This is an optimization exercise on Yosys and OpenROAD, whose aim is small area, not a production implementation.
Only simulation tests tie the RTL to the original design; equivalence was not proved.
No activity file was given, so power comes from the tool's default toggle rates.

$ cat flow/run.sh
#!/bin/bash
# synth_recipe.tcl (not shown) runs the flow's synth.tcl, then flattens the netlist and writes it again
# the make line also repeats each setting of config.mk as NAME=value (left out here)
make -C /OpenROAD-flow-scripts/flow DESIGN_CONFIG=/design/flow/config.mk WORK_HOME=/design/flow/orfs CLKGATE_MAP_FILE= SYNTH_SCRIPT=/design/flow/synth_recipe.tcl finish
$ cat flow/design.v
module cal_eval (
    input  wire        clk,
    input  wire        rst,         
    input  wire        in_valid,
    output wire        in_ready,
    input  wire [31:0] raw,
    input  wire [31:0] c0,
    input  wire [31:0] c1,
    input  wire [31:0] c2,
    output reg         out_valid,
    output wire [31:0] result
);
    localparam [3:0] IDLE = 4'd0,  PRE = 4'd1,  M0  = 4'd2,  M1  = 4'd3,
                     ML   = 4'd4,  MN  = 4'd5,  RND = 4'd6,  PACK = 4'd7,
                     D0   = 4'd8,  D1  = 4'd9,  D2  = 4'd10, TRI = 4'd11,
                     SWP  = 4'd12, ALN = 4'd13, AOP = 4'd14, NRM = 4'd15;
    reg  [3:0]  st;
    reg  [1:0]  ph;           
    reg         rs, rh;
    reg  [8:0]  rx;
    reg  [22:0] rf;
    reg         ms;
    reg  [7:0]  mx;
    reg  [23:0] mm;
    reg  [31:0] r_c1, r_c0;
    reg  [26:0] a;
    reg  [9:0]  e;
    reg         s, spn, spi, bgc, esub;
    assign in_ready = (st == IDLE);
    assign result   = {ms, mx, mm[22:0]};
    wire [31:0] cw  = ph[1] ? r_c0 : r_c1;
    wire        ch  = |cw[30:23];
    wire [23:0] cm  = {ch, cw[22:0]};
    wire [9:0]  cx  = {2'b00, cw[30:24], cw[23] | ~ch};
    wire [9:0]  mxe = {2'b00, mx[7:1], mx[0] | ~mm[23]};
    wire [9:0]  rxe = {rx[8], rx};
    wire m_fz  = (mm[22:0] == 23'd0);
    wire m_z   = m_fz & ~mm[23];
    wire m_ff  = &mx;
    wire m_nan = m_ff & ~m_fz;
    wire m_inf = m_ff & m_fz;
    wire c_fz  = (cw[22:0] == 23'd0);
    wire c_ff  = &cw[30:23];
    wire c_nan = c_ff & ~c_fz;
    wire c_inf = c_ff & c_fz;
    wire r_ff  = (rx == 9'd255);
    wire r_fz  = (rf == 23'd0);
    wire r_nan = r_ff & ~r_fz;
    wire r_inf = r_ff & r_fz;
    wire r_z   = ~rh;
    wire e_neg  = e[9];
    wire e_zero = (e == 10'd0);
    wire e_gt1  = ~e[9] & (|e[8:1]);            
    wire e_lt1  = e[9] | e_zero;                
    wire e_ovf  = ~e[9] & (e[8] | (&e[7:0]));   
    wire e_big  = e[9] ? ~(&e[8:0]) : (|e[8:1]);    
    wire a_zero = (a == 27'd0);
    wire e_tiny;     
    wire [9:0] e_clamp;   
    reg         bsel_r, bsel_c, bsel_m, b_one, ainv;
    wire [23:0] bm = ({24{bsel_r & mm[0]}} & {rh, rf})
                   | ({24{bsel_c}} & cm)
                   | ({24{bsel_m}} & mm)
                   | {23'd0, b_one};
    wire [27:0] sum = {1'b0, a ^ {27{ainv}}} + {1'b0, bm, 3'b000} + {27'd0, ainv};
    reg  [9:0]  ea, eb;
    reg         eci;
    wire [9:0]  esum = ea + eb + {9'd0, eci};
    assign e_tiny  = $signed(esum) < -10'sd47;
    assign e_clamp = ($signed(esum) > 10'sd26) ? 10'd26 :
                     ($signed(esum) < -10'sd26) ? -10'sd26 : esum;
    reg  [3:0]  st_n;
    reg  [1:0]  a_op;         
    reg         a_clr, e_ld;
    wire rnd = a[2] & (a[1] | a[0] | a[3]);
    always @* begin
        st_n = st;
        bsel_r = 1'b0; bsel_c = 1'b0; bsel_m = 1'b0; b_one = 1'b0; ainv = 1'b0;
        a_op = 2'd0; a_clr = 1'b0;
        ea = e; eb = 10'd0; eci = 1'b0; e_ld = 1'b0;
        case (st)
            PRE: begin
                ea = 10'h3FF; eb = rxe;                   
                if (rh || r_fz) st_n = M0;
            end
            M0: begin
                ea = 10'h36A; eb = rxe; e_ld = 1'b1;      
                a_clr = 1'b1;
                st_n = M1;
            end
            M1: begin
                eb = mxe; e_ld = 1'b1;                    
                st_n = (spn | spi | e_tiny) ? PACK : ML;    
            end
            ML: begin
                if (!m_z) begin
                    bsel_r = 1'b1; a_op = 2'd1;
                    eci = 1'b1; e_ld = 1'b1;
                end else if (e_lt1) begin
                    if (e_neg) begin                         
                        a_op = 2'd2; eb = 10'd2;
                    end else begin
                        a_op = 2'd1; eci = 1'b1;
                    end
                    e_ld = 1'b1;
                end else
                    st_n = MN;
            end
            MN: begin
                if (!a[26] && e_gt1) begin
                    a_op = 2'd3; eb = 10'h3FF; e_ld = 1'b1;
                end
                st_n = RND;
            end
            RND: begin
                b_one = rnd;
                if (sum[27]) begin
                    a_op = 2'd1; eci = 1'b1; e_ld = 1'b1;
                end
                st_n = PACK;
            end
            PACK: begin
                a_clr = 1'b1;
                st_n = (ph == 2'd3) ? IDLE : (ph[0] ? M0 : D0);
            end
            D0: begin
                ea = 10'd0; eb = cx; e_ld = 1'b1;
                st_n = D1;
            end
            D1: begin
                eb = ~mxe; eci = 1'b1; e_ld = 1'b1;       
                st_n = (spn | spi) ? PACK : D2;
            end
            D2: begin
                if (e_neg) bsel_c = 1'b1; else bsel_m = 1'b1;
                st_n = e_zero ? (esub ? TRI : AOP) : ALN;
            end
            TRI: begin
                bsel_c = 1'b1; ainv = 1'b1;               
                if (!sum[27]) begin
                    a_clr = 1'b1; st_n = SWP;             
                end else begin
                    ea = 10'd0; eb = cx; e_ld = 1'b1;     
                    st_n = NRM;
                end
            end
            SWP: begin
                bsel_c = 1'b1;
                st_n = AOP;
            end
            ALN: begin
                if (!e_zero) begin
                    if (e_big) begin
                        a_op = 2'd2; eb = e_neg ? 10'd2 : 10'h3FE;
                    end else begin
                        a_op = 2'd1; eb = e_neg ? 10'd1 : 10'h3FF;
                    end
                    e_ld = 1'b1;
                end else
                    st_n = AOP;
            end
            AOP: begin
                if (bgc) bsel_c = 1'b1; else bsel_m = 1'b1;
                ainv = esub;
                ea = 10'd0; eb = bgc ? cx : mxe; e_ld = 1'b1;
                if (!esub && sum[27]) begin
                    a_op = 2'd1; eci = 1'b1;
                end
                st_n = NRM;
            end
            NRM: begin
                if (!a[26] && e_gt1 && !a_zero) begin
                    a_op = 2'd3; eb = 10'h3FF; e_ld = 1'b1;
                end else
                    st_n = RND;
            end
            default: ;
        endcase
    end
    reg [26:0] a_n;
    always @* begin
        case (a_op)
            2'd0: a_n = sum[26:0];
            2'd1: a_n = {sum[27:2], sum[1] | sum[0]};
            2'd2: a_n = {2'b00, a[26:3], a[2] | a[1] | a[0]};
            default: a_n = {a[25:0], 1'b0};
        endcase
        if (a_clr) a_n = 27'd0;
    end
    wire ovf = a[26] & e_ovf;
    always @(posedge clk) begin
        if (rst) begin
            st        <= IDLE;
            out_valid <= 1'b0;
        end else begin
            st        <= (st == IDLE && in_valid) ? PRE : st_n;
            out_valid <= (st == PACK) && (ph == 2'd3);
        end
    end
    always @(posedge clk) begin
        a <= a_n;
        if (st == D1)
            e <= e_clamp;
        else if (e_ld)
            e <= esum;
        case (st)
            IDLE: if (in_valid) begin
                ph   <= 2'd0;
                rs   <= raw[31];
                rh   <= |raw[30:23];
                rx   <= (raw[30:23] == 8'd0) ? 9'd1 : {1'b0, raw[30:23]};
                rf   <= raw[22:0];
                ms   <= c2[31];
                mx   <= c2[30:23];
                mm   <= {|c2[30:23], c2[22:0]};
                r_c1 <= c1;
                r_c0 <= c0;
            end
            PRE: if (!rh && !r_fz) begin
                {rh, rf} <= {rf, 1'b0};
                rx <= esum[8:0];
            end
            M0: begin
                s   <= rs ^ ms;
                spn <= r_nan | m_nan | (r_inf & m_z) | (m_inf & r_z);
                spi <= r_inf | m_inf;
            end
            ML: if (!m_z)
                mm <= {1'b0, mm[23:1]};
            PACK: begin
                ph <= ph + 2'd1;
                if (spn) begin
                    ms <= 1'b0; mx <= 8'hFF; mm <= 24'hC00000;
                end else if (spi || ovf) begin
                    ms <= s; mx <= 8'hFF; mm <= 24'h800000;
                end else begin
                    ms <= s;
                    mx <= a[26] ? e[7:0] : 8'd0;
                    mm <= a[26:3];
                end
            end
            D0: begin
                esub <= cw[31] ^ ms;
                spn  <= c_nan | m_nan | (c_inf & m_inf & (cw[31] ^ ms));
                spi  <= c_inf | m_inf;
                s    <= c_inf ? cw[31] : ms;
            end
            D2: begin
                bgc <= ~e_neg;
                s   <= e_neg ? ms : cw[31];
            end
            TRI: if (!sum[27]) begin
                bgc <= 1'b0;
                s   <= ms;
            end
            NRM: if (!(!a[26] && e_gt1 && !a_zero) && a_zero && esub)
                s <= 1'b0;
            default: ;
        endcase
    end
endmodule
$ cat flow/config.mk
export PLATFORM = sky130hd
export DESIGN_NAME = cal_eval
export DESIGN_NICKNAME = cal_eval
export VERILOG_FILES = /design/flow/design.v
export SDC_FILE = /design/flow/constraint.sdc
export NUM_CORES = 4
export LEC_CHECK = 0
export CAP_MARGIN = 20
export CORE_MARGIN = 2
export CORE_UTILIZATION = 40
export SLEW_MARGIN = 20
$ cat flow/constraint.sdc
create_clock -name core_clock -period 22.0 [get_ports {clk}]
set_input_delay 4.4000 -clock core_clock [delete_from_list [all_inputs] [get_ports {clk}]]
set_output_delay 4.4000 -clock core_clock [all_outputs]
set_load 0.01 [all_outputs]
==> results.txt <==
[cell usage in the layout, fill, tap and decap left out, types with 9 or more instances in the layout]
cell / Yosys / layout
sky130_fd_sc_hd__nand2_1: 176 / 176
sky130_fd_sc_hd__clkdlybuf4s50_1: 0 / 164
sky130_fd_sc_hd__edfxtp_1: 148 / 148
sky130_fd_sc_hd__nor2_1: 107 / 106
sky130_fd_sc_hd__a21oi_1: 79 / 77
sky130_fd_sc_hd__o21ai_0: 55 / 55
sky130_fd_sc_hd__mux2i_1: 43 / 43
sky130_fd_sc_hd__inv_1: 41 / 40
sky130_fd_sc_hd__xor2_1: 38 / 38
sky130_fd_sc_hd__ha_1: 37 / 37
sky130_fd_sc_hd__dfxtp_1: 32 / 32
sky130_fd_sc_hd__nor3_1: 29 / 29
sky130_fd_sc_hd__nand3_1: 28 / 28
sky130_fd_sc_hd__a221o_1: 24 / 24
sky130_fd_sc_hd__a21o_1: 24 / 24
sky130_fd_sc_hd__nor4_1: 23 / 22
sky130_fd_sc_hd__a222oi_1: 22 / 22
sky130_fd_sc_hd__xnor2_1: 19 / 19
sky130_fd_sc_hd__nand4_1: 17 / 17
sky130_fd_sc_hd__clkbuf_16: 0 / 17
sky130_fd_sc_hd__buf_4: 25 / 15
sky130_fd_sc_hd__a221oi_1: 13 / 13
sky130_fd_sc_hd__nor2b_1: 12 / 12
sky130_fd_sc_hd__and2_1: 12 / 12
sky130_fd_sc_hd__o211ai_1: 12 / 12
sky130_fd_sc_hd__a22oi_1: 11 / 11
sky130_fd_sc_hd__a211oi_1: 11 / 11
sky130_fd_sc_hd__and3_1: 9 / 9
sky130_fd_sc_hd__a31oi_1: 9 / 9
[routing by layer]
layer / vias to the layer above / routed length [um]
met4: 0 / 920
met1: 5043 / 18060
met3: 63 / 3567
li1: 4949 / -
met5: - / 0
met2: 518 / 16750
[report_power, final]
group	total [mW]	switching (mW)	internal (mW)
clock network	0.333	0.173	0.159
registers	0.613	0.101	0.512
logic	0.726	0.451	0.275
total	1.67	0.726	0.946
[flip-flops by register name, summed over array words and instances (netlist names), 2 cells and up]
signal	cells
mx	8
ph	2
r_c1	32
e	10
a	27
st	4
rf	23
rx	9
r_c0	32
mm	24
[path summary, 6_finish.rpt]
kind         cells past startpoint   end   from  slack [ns]
min reg2reg                      2  a[1]   a[0]        0.51
max reg2reg                     25  e[1]  st[2]       12.74
max                             25  e[1]  st[2]       12.74
min                              2  a[1]   a[0]        0.51
[final cells by class]
class                   instances  share of cell area
multi-input cells             943              0.4320
well taps                     384             0.03361
repair buffers                179              0.1227
inverters                      42             0.01103
clock buffers                  17             0.02976
flip-flops and latches        180              0.3557
clock inverters                15             0.01514
[critical path, cell delays in order (launching register included)]
cell and delay [ns]:
sky130_fd_sc_hd__dfxtp_1 0.94, sky130_fd_sc_hd__nor2b_1 0.37, sky130_fd_sc_hd__and2_1 0.82, sky130_fd_sc_hd__and3_1 0.87, sky130_fd_sc_hd__a221o_1 0.32, sky130_fd_sc_hd__ha_1 0.31, sky130_fd_sc_hd__a21o_1 0.24, sky130_fd_sc_hd__a211o_1 0.29
sky130_fd_sc_hd__o221a_2 0.23, sky130_fd_sc_hd__a211oi_1 0.39, sky130_fd_sc_hd__o31a_4 0.28, sky130_fd_sc_hd__nor3_1 0.10, sky130_fd_sc_hd__o21ai_1 0.59, sky130_fd_sc_hd__o211ai_1 0.23, sky130_fd_sc_hd__fa_1 0.47, sky130_fd_sc_hd__fa_1 0.44
sky130_fd_sc_hd__a21o_1 0.18, sky130_fd_sc_hd__a21oi_1 0.25, sky130_fd_sc_hd__o21bai_1 0.10, sky130_fd_sc_hd__a21oi_1 0.18, sky130_fd_sc_hd__xor2_1 0.16, sky130_fd_sc_hd__nor3_1 0.32, sky130_fd_sc_hd__nand3_1 0.14, sky130_fd_sc_hd__ha_1 0.31
sky130_fd_sc_hd__and2_1 0.18, sky130_fd_sc_hd__or3_1 0.30
[metrics by stage]
step	setup slack, ns	hold WS (ns)	power (mW)
finish	12.74	0.5119	1.671
global route	12.17	0.5330	1.758
CTS	12.93	0.5146	1.663
detailed placement	12.93	0.5045	1.328
global placement	13.15	0.5027	1.328
floorplan	14.79	0.4739	1.077
[logic make-up (layout without fill, tap and decap cells)]
kind of cell,after synthesis,count (layout),share of synthesized area
adders and majority gates,39,39,0.04249
DFF,180,180,0.4296
AOI/OAI and AO/OA,341,341,0.2100
xor gates and xnor gates,58,58,0.04355
buffers and inverters,131,253,0.05116
muxes,47,47,0.04017
and+or+nand+nor,458,458,0.1830
==> results by group <==
Status
  • Outcome: complete, no violations

Worst setup path
  • Data required time of the critical path: 22.20 ns
  • Maximum fanout along the worst path: 27
  • Data arrival, critical path: approximately 9.5 ns
  • Class of the most critical setup path: reg2reg
  • Launching element type of the critical path: flop
  • Crit end category: flop

Synth
  • Post-Synthesis Cells: between 1000 and 1500
  • Cell accounting for the most synthesized area: sky130_fd_sc_hd__edfxtp_1
  • Post-synth design cell area: roughly 12000 sq um
  • Cell types occupying the most area after synthesis: sky130_fd_sc_hd__edfxtp_1, sky130_fd_sc_hd__nand2_1, sky130_fd_sc_hd__dfxtp_1, sky130_fd_sc_hd__ha_1, sky130_fd_sc_hd__mux2i_1
  • Dominant register cell in the synthesized netlist: sky130_fd_sc_hd__edfxtp_1
  • Sequential share of the synthesized area: 0.4296
  • Post-Syn Nets: roughly 1400
  • Post-synth EDFFs: 148
  • Number of warnings printed during yosys synthesis: 1
  • Post-synth top cells: sky130_fd_sc_hd__nand2_1, sky130_fd_sc_hd__edfxtp_1, sky130_fd_sc_hd__nor2_1
  • Proportion of register bits with asynchronous set or reset after synthesis: 0
  • Synth Register Bits: 180
  • Most used standard cell by instance count after synthesis: sky130_fd_sc_hd__nand2_1
  • Post-synth top area share: 0.3755
  • Number of distinct library cells after synthesis: 89
  • Post-Synthesis Mean Instance Area: 9.439 sq um

Clock network
  • CTS clock-pin slew for the worst setup and hold paths: approximately 0.080 ns
  • H-tree levels: 4
  • # resized after CTS: 0
  • Max clock buf depth: 2
  • CTS buffer count: 17
  • TritonCTS clock tree: done
  • Post-CTS Repair Setup Buffers: 0
  • Number of clock sinks: 180
  • Clock tree root buffer cell: sky130_fd_sc_hd__clkbuf_16
  • Insertion delay of the later-clocked pin in the worst-skew pair: around 0.45 ns
  • Number of buffers added to fix hold violations after cts: 0

STA
  • Final hold violation count: 0
  • Max Clk Rate: approximately 110 MHz
  • Share of the clock period used by the worst path: 0.4209
  • Number of max-slew violations in the final report: 0
  • Final period demand of the worst path: between 9 and 10 ns
  • Slew at the pin with the worst max-slew slack: around 1.0 ns
  • Post-Route Skew: ~0.018 ns
  • Setup repair after global routing missed its margin: no
  • Setup violators final: 0
  • Max-slew headroom: 0.3118
  • Sum of negative setup slack: 0 ns

GRT
  • Global-route usage over all layers: 0.2507
  • Wire length of the first global-routing pass: a little under 60000 um
  • Antenna violations before repair: 0
  • Vias in the first global route: 9842
  • Global route overflow: 0
  • Met2 routing resource usage after global routing: 0.3613
  • Most crowded layer after global routing: met1
  • Pin count of the biggest net entering global routing: 65
  • Met1 usage: 0.3841
  • Met3 GRT Util: 0.04285

Placed design
  • IO buf count: 164
  • Cell total after placement: 1728
  • Weighted congestion at the end of routability-driven global placement: a little over 0.9
  • Dpl hpwl: a little over 30000 um
  • DP Area: between 10000 and 15000 sq um

Layout
  • Number of antenna cells inserted: 0
  • Final instance area: ~14000 sq um
  • Total area of sequential cells: roughly 5100 sq um
  • Final standard cell count with taps included and fillers excluded: 1760
  • Number of filler instances in the final layout: around 2700
  • Area grow syn2layout: 20.77%
  • Final core utilization: 0.4940
  • Fin nets: ~1500
  • Area used by multi-input combinational logic: 6176 sq um
  • Layout cell share with drive strength beyond 1: 0.05814

Drt
  • Post-Route WL: 39300 um
  • Vias after detailed routing: approximately 11000
  • Routed length per instance: 22.33 um
  • Antenna-violating nets left: 0
  • First-pass detailed-route iteration total: 8
  • Number of remaining DRC errors: 0
  • Starting DRT DRC Count: between 1000 and 1500
  • Number of vias per cell after detailed routing: around 6

Power
  • Power density over the cells: 116.9 nW/um^2
  • Worst vdd rail ir drop: roughly 0.07 mV
  • Leakage: 5.642 nW

Flow run
  • Max_cap viols: 0

Floorplanning
  • Number of top-level pins: between 150 and 200
  • Core outline area: 28940 sq um
  • Number of core rows: 62
  • Vertical die dimension: around 180 um
  • Initial core utilization: 0.4091
  • Die width: 176.0 um
  • Die Outline Area: just over 30000 sq um

Min path
  • Min-Delay Path Class: reg2reg

## what the ideal ports hide
The results above use ideal ports. As a check the final layout listed here was re-extracted and re-timed, cells and wires unchanged.
Step 1 assumes that a clkbuf_16 drives the clock port and a buf_2 every other input.
Step 2 adds t to the input delays and takes it off the output delays; t is the mean of the earliest and latest rising clock arrival at the registers after step 1. Input paths then give back, and output paths get back, about the clock's delay inside the block.
a / b / c = no drivers / after step 1 / after step 2; a / b = the first two.
t, ns: 0.491
setup WS [ns]: 12.739 / 12.739 / 12.739
worst setup path after step 2: register to register
worst slew at a driven data input, ns: 0.05
After both steps this run still meets setup and hold. For this run, drivers alone change the setup slack by 0.000 ns; drivers and shift together by 0.000 ns.
